Source: an optimization exercise on an open RTL-to-GDS flow (aim: small area). Production flows keep margins and buffers that such runs may drop. The RTL was checked by simulation tests, not by an equivalence proof against the original design.

==> lagoon <==
// tf_safety_core
module tf_safety_core (
    input  wire        clk,
    input  wire        rst_n,
    input  wire        wr_en,
    input  wire [2:0]  wr_addr,
    input  wire [31:0] wr_data,
    input  wire [2:0]  rd_addr,
    output reg  [31:0] rd_data,
    output wire        wdg_pin
);
    function [24:0] add24;               
        input [23:0] a, b;
        input        ci;
        integer i;
        reg c;
        begin
            c = ci;
            for (i = 0; i < 24; i = i + 1) begin
                add24[i] = a[i] ^ b[i] ^ c;
                c = (a[i] & b[i]) | (c & (a[i] ^ b[i]));
            end
            add24[24] = c;
        end
    endfunction
    function geu24;                      
        input [23:0] a, b;
        integer i;
        reg c;
        begin
            c = 1'b1;
            for (i = 0; i < 24; i = i + 1)
                c = (a[i] & ~b[i]) | ((a[i] | ~b[i]) & c);
            geu24 = c;
        end
    endfunction
    function [15:0] sinc16;              
        input [15:0] x;
        integer i;
        reg c;
        begin
            c = 1'b1;
            for (i = 0; i < 16; i = i + 1) begin
                sinc16[i] = x[i] ^ c;
                c = c & x[i];
            end
            if (c) sinc16 = x;
        end
    endfunction
    reg [31:0] arg0;
    reg [63:0] msg;
    reg [31:0] res0, res1;
    reg [2:0]  err;
    reg [2:0]  mode;
    reg [15:0] tx_cnt;           
    reg [15:0] rx_last;          
    reg [31:0] rx_fail;          
    reg [63:0] deb_a, deb_b;        
    reg [3:0]  deb_lat;
    reg [63:0] cwd_prev, cwd_tcnt, cwd_rcnt;
    reg [3:0]  cwd_to;
    reg [10:0] st_last;          
    reg [2:0]  st_plaus;         
    reg [5:0]  st_clr;           
    reg        st_lat;
    reg [2:0]  st_code;
    reg        st_pdet;
    reg [1:0]  st_lvl;
    reg [15:0] st_wprev;
    reg [3:0]  st_wt;            
    reg [1:0]  st_wr;            
    reg        st_wto;
    reg [1:0]  mo_dir;
    reg        mo_dead;
    reg [1:0]  mo_rc;            
    reg [3:0]  mo_rclr;          
    reg        mo_rlat;
    reg [15:0] mo_wprev;
    reg [3:0]  mo_wt;            
    reg [2:0]  mo_wr;            
    reg        mo_wto;
    reg        su_bl;
    reg [15:0] su_sil, su_warn;
    reg        su_wdg;
  ...
export LEC_CHECK = 0
export CAP_MARGIN = 20
export CORE_MARGIN = 2
export CORE_UTILIZATION = 40
export SLEW_MARGIN = 20
create_clock -name core_clock -period 70.0 [get_ports {clk}]
standard.sh (not shown) runs the stock make flow with config.mk's settings and CLKGATE_MAP_FILE= SYNTH_SCRIPT=/design/flow/synth_recipe.tcl, a recipe that flattens the netlist after the stock synthesis.
==> flow/flow/run.sh <==
#!/bin/bash
set -euo pipefail
export CTS_ARGS="-sink_clustering_enable -repair_clock_nets -dont_use_dummy_load -sink_clustering_size 16 -sink_clustering_max_diameter 60 -buf_list sky130_fd_sc_hd__clkbuf_8"
export BUFFER_PORTS_ARGS="-buffer_cell sky130_fd_sc_hd__buf_1"
bash standard.sh > flow.log 2>&1
==> violet (differences from lagoon) <==
--- a/flow/design.v
+++ b/flow/design.v
@@ -103,19 +103,19 @@
         verr = 3'd0;
         case (opc)
             8'h00, 8'hF0: begin
                 if (inst != 8'd0)            verr = 3'd2;
                 else if (imm != 16'd0)       verr = 3'd3;
             end
             8'h10: begin
-                if (inst >= 8'd4)            verr = 3'd2;
+                if (|inst[7:2])            verr = 3'd2;
                 else if (imm[15:1] != 0)     verr = 3'd3;
             end
             8'h20: begin
-                if (inst >= 8'd4)            verr = 3'd2;
+                if (|inst[7:2])            verr = 3'd2;
             end
             8'h30: begin
                 if (inst != 8'd0)            verr = 3'd2;
                 else if (imm[15:2] != 0)     verr = 3'd3;
             end
             8'h40: begin
                 if (inst != 8'd0)            verr = 3'd2;
@@ -126,20 +126,20 @@
                 if (inst != 8'd0)            verr = 3'd2;
                 else if (imm[15:6] != 0 || arg0[31:16] != 0) verr = 3'd3;
                 else if (imm[1:0] == 2'd3 || imm[5:4] == 2'd3) verr = 3'd3;
             end
             8'h60: begin
                 if (inst != 8'd0)            verr = 3'd2;
                 else if (imm[15:3] != 0)     verr = 3'd3;
-                else if (imm[2:0] > 3'd4)    verr = 3'd3;
+                else if (imm[2] && imm[1:0] != 2'd0)    verr = 3'd3;
             end
             8'h70, 8'h71: begin
-                if (inst >= 8'd4)            verr = 3'd2;
+                if (|inst[7:2])            verr = 3'd2;
                 else if (imm[15:4] != 0)     verr = 3'd3;
-                else if (imm[3:0] < 4'd2 || imm[3:0] > 4'd8) verr = 3'd4;
+                else if (imm[3:1] == 3'd0 || (imm[3] && imm[2:0] != 3'd0)) verr = 3'd4;
             end
             default: verr = 3'd1;
         endcase
     end
     wire do_op = cmd_wr && (verr == 3'd0);
     wire op_init  = do_op &&  opc[7];
     wire op_deb   = do_op && !opc[7] && opc[6:4] == 3'd1;
==> flow/flow/run.sh (replaced) <==
#!/bin/bash
set -euo pipefail
here=$(pwd)
sd="$here/orfs_scripts"
rm -rf "$sd"
cp -r "$FLOW_HOME/scripts" "$sd"
cp "$here/flow/abc_area.script" "$sd/abc_speed.script"
export SCRIPTS_DIR="$sd"
export ADDER_MAP_FILE=
export CTS_ARGS="-sink_clustering_enable -repair_clock_nets -dont_use_dummy_load -sink_clustering_size 16 -sink_clustering_max_diameter 60 -buf_list sky130_fd_sc_hd__clkbuf_8"
export BUFFER_PORTS_ARGS="-buffer_cell sky130_fd_sc_hd__buf_1"
bash standard.sh > flow.log 2>&1
==> flow/flow/abc_area.script (new file) <==
strash
&get -n
&fraig -x
&put
dc2
dch -f
amap -F 5 -A 8
topo
CAP_MARGIN = 10   (was 20)
GPL_TIMING_DRIVEN = 0   (was default)
SLEW_MARGIN = 10   (was 20)
==> summary.txt <==
quantity	violet	lagoon
Status	complete, no violations	complete, no violations
Max Fclk	32.2 MHz	31.5 MHz
Slew HR	0.145	0.183
Period minus WS final	31080 ps	31760 ps
Critical path data arrival time	31460 ps	32170 ps
Post-Synthesis Cell Area	35200 µm²	40000 µm²
Worst clock skew	151 ps	103 ps
FF-to-FF setup slack	52780 ps	50210 ps
Met1 Track Usage GR	0.378	0.342
First DRT Iteration DRCs	4732	3559
Adder-Cell Fraction of Synth Area	0	0.0951
Seq area share	0.513	0.472
Number of signal-net buffers in the layout	147	155
Proportion of synthesized chip area in sequential cells	0.573	0.504
Number of standard cells in the layout, taps in and fillers out	4948	4486
Total via count after detailed routing	30793	26915
Worst Reg-to-Reg Cells	75	67
Crit path required time	70380 ps	70410 ps
Placed insts	4883	4423
Simple logic cell fraction of the synthesized area	0.154	0.0967
Worst-case hold path end point	st_clr[0]$_SDFFCE_PP0P_	st_wr[0]$_SDFFCE_PP0P_
Worst-path clk slew	70 ps	110 ps
Std-Cell Core Area	87000 µm²	98700 µm²
Setup WS pre-CTS	38900 ps	37460 ps
Number of instances in the synthesized netlist	3583	3164


==> build 63: inputs <==
Another version of the RTL of tf_safety_core (not shown whole).
Settings: LEC_CHECK=0, CAP_MARGIN=20, CORE_MARGIN=2, CORE_UTILIZATION=40, CTS_BUF_LIST=sky130_fd_sc_hd__clkbuf_8, SLEW_MARGIN=20; clock period 70.0 ns.
run.sh (not shown) runs the stock make flow with config.mk's settings and CLKGATE_MAP_FILE= SYNTH_SCRIPT=/design/flow/synth_recipe.tcl, a recipe that flattens the netlist after the stock synthesis.
Stock flow here: none of the scripts above is used.
==> build 34 (differences from build 63) <==
--- a/flow/design.v
+++ b/flow/design.v
@@ -52,11 +52,11 @@
     reg [2:0]  err;
     reg [2:0]  mode;
     reg [15:0] tx_cnt;           
     reg [15:0] rx_last;          
     reg [31:0] rx_fail;          
-    reg [63:0] deb_cnt, deb_clr;    
+    reg [63:0] deb_a, deb_b;        
     reg [3:0]  deb_lat;
     reg [63:0] cwd_prev, cwd_tcnt, cwd_rcnt;
     reg [3:0]  cwd_to;
     reg [10:0] st_last;          
     reg [2:0]  st_plaus;         
@@ -105,15 +105,15 @@
             8'h00, 8'hF0: begin
                 if (inst != 8'd0)            verr = 3'd2;
                 else if (imm != 16'd0)       verr = 3'd3;
             end
             8'h10: begin
-                if (inst >= 8'd4)            verr = 3'd2;
+                if (|inst[7:2])            verr = 3'd2;
                 else if (imm[15:1] != 0)     verr = 3'd3;
             end
             8'h20: begin
-                if (inst >= 8'd4)            verr = 3'd2;
+                if (|inst[7:2])            verr = 3'd2;
             end
             8'h30: begin
                 if (inst != 8'd0)            verr = 3'd2;
                 else if (imm[15:2] != 0)     verr = 3'd3;
             end
@@ -128,16 +128,16 @@
                 else if (imm[1:0] == 2'd3 || imm[5:4] == 2'd3) verr = 3'd3;
             end
             8'h60: begin
                 if (inst != 8'd0)            verr = 3'd2;
                 else if (imm[15:3] != 0)     verr = 3'd3;
-                else if (imm[2:0] > 3'd4)    verr = 3'd3;
+                else if (imm[2] && imm[1:0] != 2'd0)    verr = 3'd3;
             end
             8'h70, 8'h71: begin
-                if (inst >= 8'd4)            verr = 3'd2;
+                if (|inst[7:2])            verr = 3'd2;
                 else if (imm[15:4] != 0)     verr = 3'd3;
-                else if (imm[3:0] < 4'd2 || imm[3:0] > 4'd8) verr = 3'd4;
+                else if (imm[3:1] == 3'd0 || (imm[3] && imm[2:0] != 3'd0)) verr = 3'd4;
             end
             default: verr = 3'd1;
         endcase
     end
     wire do_op = cmd_wr && (verr == 3'd0);
@@ -151,29 +151,30 @@
     wire op_codec = do_op && !opc[7] && opc[6:4] == 3'd7;
     wire op_prot  = op_codec && !opc[0];
     wire op_check = op_codec &&  opc[0];
     wire init     = !rst_n || op_init;
     wire [1:0] sel = inst[1:0];
-    wire [15:0] d_c = deb_cnt[16*sel +: 16];
-    wire [15:0] d_l = deb_clr[16*sel +: 16];
+    wire [15:0] d_a = deb_a[16*sel +: 16];
+    wire [15:0] d_b = deb_b[16*sel +: 16];
     wire        d_L = deb_lat[sel];
     wire        cond = imm[0];
     wire [15:0] w_p = cwd_prev[16*sel +: 16];
     wire [15:0] w_t = cwd_tcnt[16*sel +: 16];
     wire [15:0] w_r = cwd_rcnt[16*sel +: 16];
     wire        w_o = cwd_to[sel];
     wire        w_eq = (imm == w_p);
     wire        is_cwd = opc[5];
-    wire [15:0] cx  = is_cwd ? (w_eq ? w_t : w_r) : (d_L ? d_l : d_c);
+    wire [15:0] cx  = opc[6] ? (opc[5] ? {8'hFF, rx_fail[8*sel +: 8]} : su_sil)
+                             : (is_cwd ? (w_eq ? w_t : w_r) : d_a);
     wire        chi = is_cwd ? !w_eq : d_L;
     wire [15:0] cth = chi ? arg0[31:16] : arg0[15:0];
     wire [15:0] cxi = sinc16(cx);
     wire        cge = geu24({8'd0, cxi}, {8'd0, cth});
     wire        db_set  = !d_L &&  cond && cge;
     wire        db_clev =  d_L && !cond && cge;
     wire        db_L    = d_L ? !db_clev : db_set;
-    wire [15:0] db_c    = (!d_L && cond) ? cxi : ((d_L && !db_clev) ? d_c : 16'd0);
+    wire [15:0] db_c    = (!d_L && cond) ? cxi : ((d_L && !db_clev) ? d_b : 16'd0);
     wire [15:0] db_l    = (d_L && !cond && !cge) ? cxi : 16'd0;
     wire        cw_toev  =  w_eq && cge && !w_o;
     wire        cw_recev = !w_eq && w_o && cge;
     wire        cw_o     = w_o ? !cw_recev : cw_toev;
     wire [15:0] cw_t     = w_eq ? cxi : 16'd0;
@@ -283,11 +284,11 @@
     wire [2:0]  m_fc   = m_rlat ? 3'd2 : m_wto ? 3'd5 : 3'd0;
     wire [31:0] mo_r0  = {10'd0, m_safe, m_dead, m_en, m_en, m_app, 6'd0, m_duty};
     wire [31:0] mo_r1  = {17'd0, (m_rlat || m_wto), (mo_rlat && !m_rlat), (!mo_rlat && m_rlat),
                           2'd0, m_wto, m_rlat, 5'd0, m_fc};
     wire [1:0]  u_tr  = imm[1:0];
-    wire [15:0] u_sil = imm[2] ? 16'd0 : sinc16(su_sil);
+    wire [15:0] u_sil = imm[2] ? 16'd0 : cxi;
     wire [15:0] u_wrn = (u_tr == 2'd1) ? sinc16(su_warn) : 16'd0;
     wire        u_bl  = su_bl || u_tr == 2'd2 || (|u_sil[15:5]) || (u_sil[4] && (u_sil[3] || (u_sil[2] && (u_sil[1] || u_sil[0])))) || (|u_wrn[15:4]) || (u_wrn[3] && (u_wrn[2] || (u_wrn[1] && u_wrn[0])));
     wire [15:0] u_mask = arg0[15:0] | {12'd0, u_bl, 3'd0};
     wire        u_crit = (u_mask[3:0] != 4'd0);
     wire [1:0]  u_stat = (u_crit || imm[3]) ? 2'd2 : (u_mask != 16'd0) ? 2'd1 : 2'd0;
@@ -327,11 +328,11 @@
         endcase
     end
     wire [3:0]  rc      = msg[11:8];
     wire [3:0]  r_last  = rx_last[4*sel +: 4];
     wire [7:0]  r_fail  = rx_fail[8*sel +: 8];
-    wire [7:0]  r_fi    = (&r_fail) ? r_fail : r_fail + 8'd1;
+    wire [7:0]  r_fi    = cxi[7:0];
     wire        k_bad   = (crc != msg[7:0]);
     wire        k_seq   = (rc != r_last + 4'd1);
     wire [3:0]  k_last  = k_bad ? r_last : rc;
     wire [7:0]  k_fail  = (k_bad || k_seq) ? r_fi : 8'd0;
     wire [1:0]  k_rsn   = k_bad ? 2'd1 : k_seq ? 2'd2 : 2'd0;
@@ -356,12 +357,12 @@
             3'd7: op_res0 = opc[0] ? {4'd0, k_last, crc, k_fail, rc, 1'b0, k_rsn, k_ok}
                                    : {16'd0, crc, 4'd0, tx_c};
             default: ;
         endcase
     end
-    wire [15:0] db_cw = (!init && !d_L && cond) ? cxi : 16'd0;
-    wire [15:0] db_lw = init ? 16'd0 : db_l;
+    wire [15:0] db_aw = (!init && (cond ^ d_L) && !cge) ? cxi : 16'd0;
+    wire [15:0] db_bw = (!init && db_set) ? cxi : 16'd0;
     wire [15:0] cw_tw = init ? 16'd0 : cw_t;
     wire [15:0] cw_rw = (!init && w_o && !cge) ? cxi : 16'd0;
     wire [15:0] a0m   = init ? 16'd0 : arg0[15:0];
     wire [31:0] wdm = init ? 32'd0 : wr_data;
     always @(posedge clk) begin
@@ -380,14 +381,14 @@
     genvar gi;
     generate
         for (gi = 0; gi < 4; gi = gi + 1) begin : g_inst
             wire hit = (sel == gi);
             always @(posedge clk) begin
-                if (init || (op_deb && hit && (!d_L || db_clev)))
-                    deb_cnt[16*gi +: 16] <= db_cw;
+                if (init || (op_deb && hit && (db_set || db_clev)))
+                    deb_b[16*gi +: 16] <= db_bw;
                 if (init || (op_deb && hit)) begin
-                    deb_clr[16*gi +: 16] <= db_lw;
+                    deb_a[16*gi +: 16] <= db_aw;
                     deb_lat[gi]          <= init ? 1'b0  : db_L;
                 end
                 if (init || (op_cwd && hit)) begin
                     cwd_prev[16*gi +: 16] <= wdm[15:0];
                     cwd_tcnt[16*gi +: 16] <= cw_tw;
==> flow/flow/run.sh (new file) <==
#!/bin/bash
set -euo pipefail
here=$(pwd)
sd="$here/orfs_scripts"
rm -rf "$sd"
cp -r "$FLOW_HOME/scripts" "$sd"
cp "$here/flow/abc_area.script" "$sd/abc_speed.script"
export SCRIPTS_DIR="$sd"
export ADDER_MAP_FILE=
export CTS_ARGS="-sink_clustering_enable -repair_clock_nets -dont_use_dummy_load -sink_clustering_size 16 -sink_clustering_max_diameter 60 -buf_list sky130_fd_sc_hd__clkbuf_8"
export BUFFER_PORTS_ARGS="-buffer_cell sky130_fd_sc_hd__buf_1"
bash standard.sh > flow.log 2>&1
==> flow/flow/abc_area.script (new file) <==
strash
&get -n
&fraig -x
&put
dc2
&get -n
&deepsyn -T 240
&put
dch -f
amap -F 5 -A 8
topo
==> flow/standard.sh (new file) <==
#!/bin/bash
# synth_recipe.tcl (not shown) runs the flow's synth.tcl, then flattens the netlist and writes it again
# the make line also repeats each setting of config.mk as NAME=value (left out here)
make -C /OpenROAD-flow-scripts/flow DESIGN_CONFIG=/design/flow/config.mk WORK_HOME=/design/flow/orfs CLKGATE_MAP_FILE= SYNTH_SCRIPT=/design/flow/synth_recipe.tcl "${@:-finish}"
CORE_UTILIZATION = 55   (was 40)
CTS_BUF_LIST = not set   (was sky130_fd_sc_hd__clkbuf_8)
removed: flow/run.sh
==> build 69 (differences from build 63) <==
--- a/flow/design.v
+++ b/flow/design.v
@@ -52,11 +52,11 @@
     reg [2:0]  err;
     reg [2:0]  mode;
     reg [15:0] tx_cnt;           
     reg [15:0] rx_last;          
     reg [31:0] rx_fail;          
-    reg [63:0] deb_cnt, deb_clr;    
+    reg [63:0] deb_a, deb_b;        
     reg [3:0]  deb_lat;
     reg [63:0] cwd_prev, cwd_tcnt, cwd_rcnt;
     reg [3:0]  cwd_to;
     reg [10:0] st_last;          
     reg [2:0]  st_plaus;         
@@ -105,15 +105,15 @@
             8'h00, 8'hF0: begin
                 if (inst != 8'd0)            verr = 3'd2;
                 else if (imm != 16'd0)       verr = 3'd3;
             end
             8'h10: begin
-                if (inst >= 8'd4)            verr = 3'd2;
+                if (|inst[7:2])            verr = 3'd2;
                 else if (imm[15:1] != 0)     verr = 3'd3;
             end
             8'h20: begin
-                if (inst >= 8'd4)            verr = 3'd2;
+                if (|inst[7:2])            verr = 3'd2;
             end
             8'h30: begin
                 if (inst != 8'd0)            verr = 3'd2;
                 else if (imm[15:2] != 0)     verr = 3'd3;
             end
@@ -128,16 +128,16 @@
                 else if (imm[1:0] == 2'd3 || imm[5:4] == 2'd3) verr = 3'd3;
             end
             8'h60: begin
                 if (inst != 8'd0)            verr = 3'd2;
                 else if (imm[15:3] != 0)     verr = 3'd3;
-                else if (imm[2:0] > 3'd4)    verr = 3'd3;
+                else if (imm[2] && imm[1:0] != 2'd0)    verr = 3'd3;
             end
             8'h70, 8'h71: begin
-                if (inst >= 8'd4)            verr = 3'd2;
+                if (|inst[7:2])            verr = 3'd2;
                 else if (imm[15:4] != 0)     verr = 3'd3;
-                else if (imm[3:0] < 4'd2 || imm[3:0] > 4'd8) verr = 3'd4;
+                else if (imm[3:1] == 3'd0 || (imm[3] && imm[2:0] != 3'd0)) verr = 3'd4;
             end
             default: verr = 3'd1;
         endcase
     end
     wire do_op = cmd_wr && (verr == 3'd0);
@@ -151,29 +151,30 @@
     wire op_codec = do_op && !opc[7] && opc[6:4] == 3'd7;
     wire op_prot  = op_codec && !opc[0];
     wire op_check = op_codec &&  opc[0];
     wire init     = !rst_n || op_init;
     wire [1:0] sel = inst[1:0];
-    wire [15:0] d_c = deb_cnt[16*sel +: 16];
-    wire [15:0] d_l = deb_clr[16*sel +: 16];
+    wire [15:0] d_a = deb_a[16*sel +: 16];
+    wire [15:0] d_b = deb_b[16*sel +: 16];
     wire        d_L = deb_lat[sel];
     wire        cond = imm[0];
     wire [15:0] w_p = cwd_prev[16*sel +: 16];
     wire [15:0] w_t = cwd_tcnt[16*sel +: 16];
     wire [15:0] w_r = cwd_rcnt[16*sel +: 16];
     wire        w_o = cwd_to[sel];
     wire        w_eq = (imm == w_p);
     wire        is_cwd = opc[5];
-    wire [15:0] cx  = is_cwd ? (w_eq ? w_t : w_r) : (d_L ? d_l : d_c);
+    wire [15:0] cx  = opc[6] ? (opc[5] ? {8'hFF, rx_fail[8*sel +: 8]} : su_sil)
+                             : (is_cwd ? (w_eq ? w_t : w_r) : d_a);
     wire        chi = is_cwd ? !w_eq : d_L;
     wire [15:0] cth = chi ? arg0[31:16] : arg0[15:0];
     wire [15:0] cxi = sinc16(cx);
     wire        cge = geu24({8'd0, cxi}, {8'd0, cth});
     wire        db_set  = !d_L &&  cond && cge;
     wire        db_clev =  d_L && !cond && cge;
     wire        db_L    = d_L ? !db_clev : db_set;
-    wire [15:0] db_c    = (!d_L && cond) ? cxi : ((d_L && !db_clev) ? d_c : 16'd0);
+    wire [15:0] db_c    = (!d_L && cond) ? cxi : ((d_L && !db_clev) ? d_b : 16'd0);
     wire [15:0] db_l    = (d_L && !cond && !cge) ? cxi : 16'd0;
     wire        cw_toev  =  w_eq && cge && !w_o;
     wire        cw_recev = !w_eq && w_o && cge;
     wire        cw_o     = w_o ? !cw_recev : cw_toev;
     wire [15:0] cw_t     = w_eq ? cxi : 16'd0;
@@ -283,11 +284,11 @@
     wire [2:0]  m_fc   = m_rlat ? 3'd2 : m_wto ? 3'd5 : 3'd0;
     wire [31:0] mo_r0  = {10'd0, m_safe, m_dead, m_en, m_en, m_app, 6'd0, m_duty};
     wire [31:0] mo_r1  = {17'd0, (m_rlat || m_wto), (mo_rlat && !m_rlat), (!mo_rlat && m_rlat),
                           2'd0, m_wto, m_rlat, 5'd0, m_fc};
     wire [1:0]  u_tr  = imm[1:0];
-    wire [15:0] u_sil = imm[2] ? 16'd0 : sinc16(su_sil);
+    wire [15:0] u_sil = imm[2] ? 16'd0 : cxi;
     wire [15:0] u_wrn = (u_tr == 2'd1) ? sinc16(su_warn) : 16'd0;
     wire        u_bl  = su_bl || u_tr == 2'd2 || (|u_sil[15:5]) || (u_sil[4] && (u_sil[3] || (u_sil[2] && (u_sil[1] || u_sil[0])))) || (|u_wrn[15:4]) || (u_wrn[3] && (u_wrn[2] || (u_wrn[1] && u_wrn[0])));
     wire [15:0] u_mask = arg0[15:0] | {12'd0, u_bl, 3'd0};
     wire        u_crit = (u_mask[3:0] != 4'd0);
     wire [1:0]  u_stat = (u_crit || imm[3]) ? 2'd2 : (u_mask != 16'd0) ? 2'd1 : 2'd0;
@@ -327,11 +328,11 @@
         endcase
     end
     wire [3:0]  rc      = msg[11:8];
     wire [3:0]  r_last  = rx_last[4*sel +: 4];
     wire [7:0]  r_fail  = rx_fail[8*sel +: 8];
-    wire [7:0]  r_fi    = (&r_fail) ? r_fail : r_fail + 8'd1;
+    wire [7:0]  r_fi    = cxi[7:0];
     wire        k_bad   = (crc != msg[7:0]);
     wire        k_seq   = (rc != r_last + 4'd1);
     wire [3:0]  k_last  = k_bad ? r_last : rc;
     wire [7:0]  k_fail  = (k_bad || k_seq) ? r_fi : 8'd0;
     wire [1:0]  k_rsn   = k_bad ? 2'd1 : k_seq ? 2'd2 : 2'd0;
@@ -356,12 +357,12 @@
             3'd7: op_res0 = opc[0] ? {4'd0, k_last, crc, k_fail, rc, 1'b0, k_rsn, k_ok}
                                    : {16'd0, crc, 4'd0, tx_c};
             default: ;
         endcase
     end
-    wire [15:0] db_cw = (!init && !d_L && cond) ? cxi : 16'd0;
-    wire [15:0] db_lw = init ? 16'd0 : db_l;
+    wire [15:0] db_aw = (!init && (cond ^ d_L) && !cge) ? cxi : 16'd0;
+    wire [15:0] db_bw = (!init && db_set) ? cxi : 16'd0;
     wire [15:0] cw_tw = init ? 16'd0 : cw_t;
     wire [15:0] cw_rw = (!init && w_o && !cge) ? cxi : 16'd0;
     wire [15:0] a0m   = init ? 16'd0 : arg0[15:0];
     wire [31:0] wdm = init ? 32'd0 : wr_data;
     always @(posedge clk) begin
@@ -380,14 +381,14 @@
     genvar gi;
     generate
         for (gi = 0; gi < 4; gi = gi + 1) begin : g_inst
             wire hit = (sel == gi);
             always @(posedge clk) begin
-                if (init || (op_deb && hit && (!d_L || db_clev)))
-                    deb_cnt[16*gi +: 16] <= db_cw;
+                if (init || (op_deb && hit && (db_set || db_clev)))
+                    deb_b[16*gi +: 16] <= db_bw;
                 if (init || (op_deb && hit)) begin
-                    deb_clr[16*gi +: 16] <= db_lw;
+                    deb_a[16*gi +: 16] <= db_aw;
                     deb_lat[gi]          <= init ? 1'b0  : db_L;
                 end
                 if (init || (op_cwd && hit)) begin
                     cwd_prev[16*gi +: 16] <= wdm[15:0];
                     cwd_tcnt[16*gi +: 16] <= cw_tw;
==> flow/flow/run.sh (new file) <==
#!/bin/bash
set -euo pipefail
here=$(pwd)
sd="$here/orfs_scripts"
rm -rf "$sd"
cp -r "$FLOW_HOME/scripts" "$sd"
cp "$here/flow/abc_area.script" "$sd/abc_speed.script"
export SCRIPTS_DIR="$sd"
export ADDER_MAP_FILE=
export CTS_ARGS="-sink_clustering_enable -repair_clock_nets -dont_use_dummy_load -sink_clustering_size 16 -sink_clustering_max_diameter 60 -buf_list sky130_fd_sc_hd__clkbuf_8"
export BUFFER_PORTS_ARGS="-buffer_cell sky130_fd_sc_hd__buf_1"
bash standard.sh > flow.log 2>&1
==> flow/flow/abc_area.script (new file) <==
strash
&get -n
&fraig -x
&put
dc2
dch -f
amap -F 5 -A 8
topo
==> flow/standard.sh (new file) <==
#!/bin/bash
# synth_recipe.tcl (not shown) runs the flow's synth.tcl, then flattens the netlist and writes it again
# the make line also repeats each setting of config.mk as NAME=value (left out here)
make -C /OpenROAD-flow-scripts/flow DESIGN_CONFIG=/design/flow/config.mk WORK_HOME=/design/flow/orfs CLKGATE_MAP_FILE= SYNTH_SCRIPT=/design/flow/synth_recipe.tcl "${@:-finish}"
CAP_MARGIN = 5   (was 20)
CTS_BUF_LIST = not set   (was sky130_fd_sc_hd__clkbuf_8)
SLEW_MARGIN = 5   (was 20)
removed: flow/run.sh
==> results.cfg <==
[run_status]
outcome = complete, no violations

[logic_synthesis]
synth_top_family_by_area = compound AO/OA/AOI/OAI gates

[place]
gp_congestion = 1.06
dp_hpwl_um = 98200

[cells_and_area]
inv_count = 364
final_cell_mix = edfxtp_1 (671), nor2_1 (595), clkinv_1 (364)

[sta]
maxSlewHeadroom_pct = 18.3
worst_slack_ns = 39.44

[drt]
drt_wl_total_um = 134000

[critical_path]
cp_max_fo = 19
critical_path_cell_count = 7

[die]
die_y_um = 252
-- figures above: build 34

==> results.cfg <==
[run_status]
outcome = complete, no violations

[drt]
drt-met1-wl_um = 54500

[critical_path]
cp_max_fo = 24
r2r_end = res0[26]$_SDFFCE_PP0P_
critical_path_cell_count = 7

[logic_synthesis]
synth_top_family_by_area = compound AO/OA/AOI/OAI gates
yosysUniqueCellTypes = 55
synthSimpleGateAreaFrac_pct = 15.4
synthAdderAreaFrac_pct = 0

[clock_network]
cts_buffers = 61

[place]
gp_congestion = 1.07
dp_hpwl_um = 95700

[sta]
maxSlewHeadroom_pct = 21.5
worst_slack_ns = 39.65

[cells_and_area]
seq_cells = 671
finalNonFillerCells = 4977
inv_count = 300
final_cell_mix = nor2_1 (718), edfxtp_1 (671), nand2_1 (370)
-- figures above: build 69

==> results.cfg <==
[drt]
drt_wl_total_um = 132000

[run_status]
outcome = complete, no violations

[critical_path]
crit_type = in2reg
cp_max_fo = 41
critical_path_cell_count = 61

[sta]
maxSlewHeadroom_pct = 18.7
worst_slack_ns = 38.01

[cells_and_area]
inv_count = 154

[logic_synthesis]
synth_top_family_by_area = simple AND/OR/NAND/NOR gates

[die]
die_y_um = 322

[place]
dp_hpwl_um = 96600
-- figures above: build 63

==> afterwards: timing with drivers on the ports <==
How much do the figures lean on ideal ports? The routed layouts below were timed once more, with nothing changed but the port constraints.
Step 1, drivers: a clkbuf_16 drives clk and a buf_2 each remaining input, both assumed.
Step 2 times the ports against the registers' clock, not the clock port: input delays grow and output delays shrink by t, the midpoint of the rising clock arrivals with the driver on.
a / b / c = ideal / step 1 / step 2; a / b = the first two.
| run | shift t [ns] | setup WS [ns] | worst setup path at the end |
|---|---|---|---|
| lagoon | 0.757 | 38.236 / 38.238 / 37.481 | input to register |
| violet | 0.766 | 38.925 / 38.964 / 38.197 | input to register |
| build 63 | 0.831 | 38.008 / 38.047 / 37.216 | input to register |
| build 34 | 0.748 | 39.443 / 39.413 / 38.896 | input to register |
| build 69 | 0.797 | 39.651 / 39.622 / 39.622 | input to output |
After both steps every run listed still meets setup and hold. For build 63, which loses most, drivers alone change the setup slack by +0.039 ns; drivers and shift together by -0.792 ns.
